What follows belongs to an exercise in optimizing a design on an open flow for small area, a short achievable clock period and few clock cycles; a production flow would make more cautious choices. Function was checked by simulation only, so behaviour that the tests miss may differ from the original.

Design tm_core, start of the top module:
module tm_core (
    input  wire        clk,
    input  wire        rst,           
    input  wire [15:0] img_len,       
    output wire        mem_req,
    output wire        mem_we,
    output wire [15:0] mem_addr,
    output wire [15:0] mem_wdata,
    input  wire        mem_gnt,
    input  wire        mem_rvalid,
    input  wire [15:0] mem_rdata,
    output wire [1:0]  status,        
    output wire [2:0]  fault_kind,
    output wire        fault_write,
    output wire [15:0] fault_addr,
    output wire [15:0] ip_o,
    output wire [15:0] len_o
);
    localparam [2:0] F_TRUNC  = 3'd1,
                     F_INVOP  = 3'd2,
                     F_ACCESS = 3'd3,
                     F_DIVZ   = 3'd4,
                     F_MEMEX  = 3'd5,
                     F_ABNORM = 3'd6;
    localparam [2:0] K_OA = 3'd5,
                     K_OB = 3'd6,
                     K_X  = 3'd7;
    localparam [1:0] O_NONE = 2'd0,    
                     O_RAW  = 2'd1,    
                     O_RD   = 2'd2,    
                     O_VAL  = 2'd3;    
    localparam [2:0] X_RUN = 3'd0,     
                     X_MD  = 3'd1,     
                     X_WR  = 3'd2,     
                     X_WD  = 3'd3,     
                     X_FIX = 3'd4;     
    function [16:0] rca;               
        input [15:0] x;
        input [15:0] y;
        input        ci;
        reg   [16:0] c;
        integer      i;
        begin
            c[0] = ci;
            for (i = 0; i < 16; i = i + 1) begin
                rca[i]  = x[i] ^ y[i] ^ c[i];
                c[i+1]  = (x[i] & y[i]) | (c[i] & (x[i] ^ y[i]));
            end
  ...
Size in the first run: ~200 flip-flops, about 20,000 µm² of cells after synthesis.
clock: 30.0 ns
lec_check: 0
cap_margin: 20
core_margin: 2
core_utilization: 40
place_density: 0.6
slew_margin: 20
standard.sh (not shown) runs the stock make flow with config.mk's settings and CLKGATE_MAP_FILE= SYNTH_SCRIPT=/design/flow/synth_recipe.tcl, a recipe that flattens the netlist after the stock synthesis.
==> flow/flow/run.sh <==
#!/bin/bash
set -euo pipefail
bash standard.sh SETUP_SLACK_MARGIN=22.5 "BUFFER_PORTS_ARGS=-buffer_cell sky130_fd_sc_hd__buf_4" finish > layout.log 2>&1
Testbench counts at the start, summed over its fixed seeds: cycles 672,363.
Rerun with:
--- a/flow/design.v
+++ b/flow/design.v
@@ -236,31 +236,34 @@
     wire        r_fx   = run & (xs == X_FIX);
     wire        res_c  = r_add | r_md | r_fx;
     wire [15:0] res    = r_add ? alu[15:0] : r_fx ? (drs ? alu[15:0] : a) : md_res;
     wire        w_go   = (res_c | (run & (xs == X_WR))) & bfree;
     wire br_done = run & isB & a_done & b_done & tv;
     wire go_done = run & (op == 4'd12) & f1c;
     wire ig_done = run & (op == 4'd13) & a_done;
     reg  al_c, al_v;                  
     wire al_done = run & (op == 4'd14) & al_v & ~al_c;
     wire nop_done= run & (op == 4'd0);
-    wire adv5  = (run & (xs == X_WD)) | (br_done & ~taken);
+    wire ngo   = (opn == 4'd12) & opnv & ~opnb & f1nc & ~h1 & (dls_r >= 4'd7) &
+                 ~((xs == X_WD) & (pn != 2'd0) & (t == ipw));
+    wire adv_r = (run & (xs == X_WD)) | (br_done & ~taken);
+    wire adv5  = adv_r & ~ngo;
     wire [11:0] ip_hi1 = ip[15:4] + 12'd1;
     wire [4:0]  ipw_lo = {1'b0, ip[3:0]} + {2'b00, w};
     wire [15:0] ipw    = {ipw_lo[4] ? ip_hi1 : ip[15:4], ipw_lo[3:0]};
     reg        redir;
     reg [15:0] tgt;
     always @(*) begin
         redir = ~halt_now;
         tgt   = t;
         if (br_done & taken)   tgt = t;
-        else if (go_done)      tgt = f1;
+        else if (go_done | (adv_r & ngo)) tgt = f1;
         else if (ig_done)      tgt = a;
         else if (al_done | nop_done) tgt = ipw;
         else                   redir = 1'b0;
     end
     wire kill = redir | halt_now;
     wire [4:0] c_need = ~opvc                     ? 5'b11111 :
                         (opbad | (w == 3'd1))     ? 5'b00001 :
                         (w == 3'd2)               ? 5'b00011 : 5'b11111;
     wire [4:0] c_left = c_need & ~cim;
     function [2:0] pick;
=>
- die area climbs by 6.2%
- wire length is higher by 14%
- count of clock-buffer cells in the layout rises by 3
- synthesized area rises by 6.3%
- final area climbs by 4.8%
Testbench counts after the change, summed over its fixed seeds: cycles 663,258.

## static timing again, ports no longer ideal
The flow's constraints put no driver on any port. The routed layouts listed below were extracted and timed again, unchanged, in two steps.
Step 1 (the two cells are an assumption about what drives the block):
set clk [get_ports {clk}]
set_driving_cell -lib_cell sky130_fd_sc_hd__clkbuf_16 $clk
set_driving_cell -lib_cell sky130_fd_sc_hd__buf_2 [delete_from_list [all_inputs] $clk]
Step 2 adds t to the input delays and takes it off the output delays; t is the mean of the earliest and latest rising clock arrival at the registers after step 1. Input paths then give back, and output paths get back, about the clock's delay inside the block.
Slacks: no drivers / after step 1 / after step 2; pairs: no drivers / after step 1.
run | shift t [ns] | setup slack, ns | latest minus earliest clock arrival (ns)
the first run | 0.626 | 22.595 / 22.540 / 22.014 | 0.016 / 0.016
the second run | 0.608 | 22.542 / 22.485 / 22.064 | 0.013 / 0.012
After both steps setup and hold are still met in every run listed. The setup slack of the first run, which loses most, moves by -0.055 ns with the drivers and by -0.581 ns with both steps.
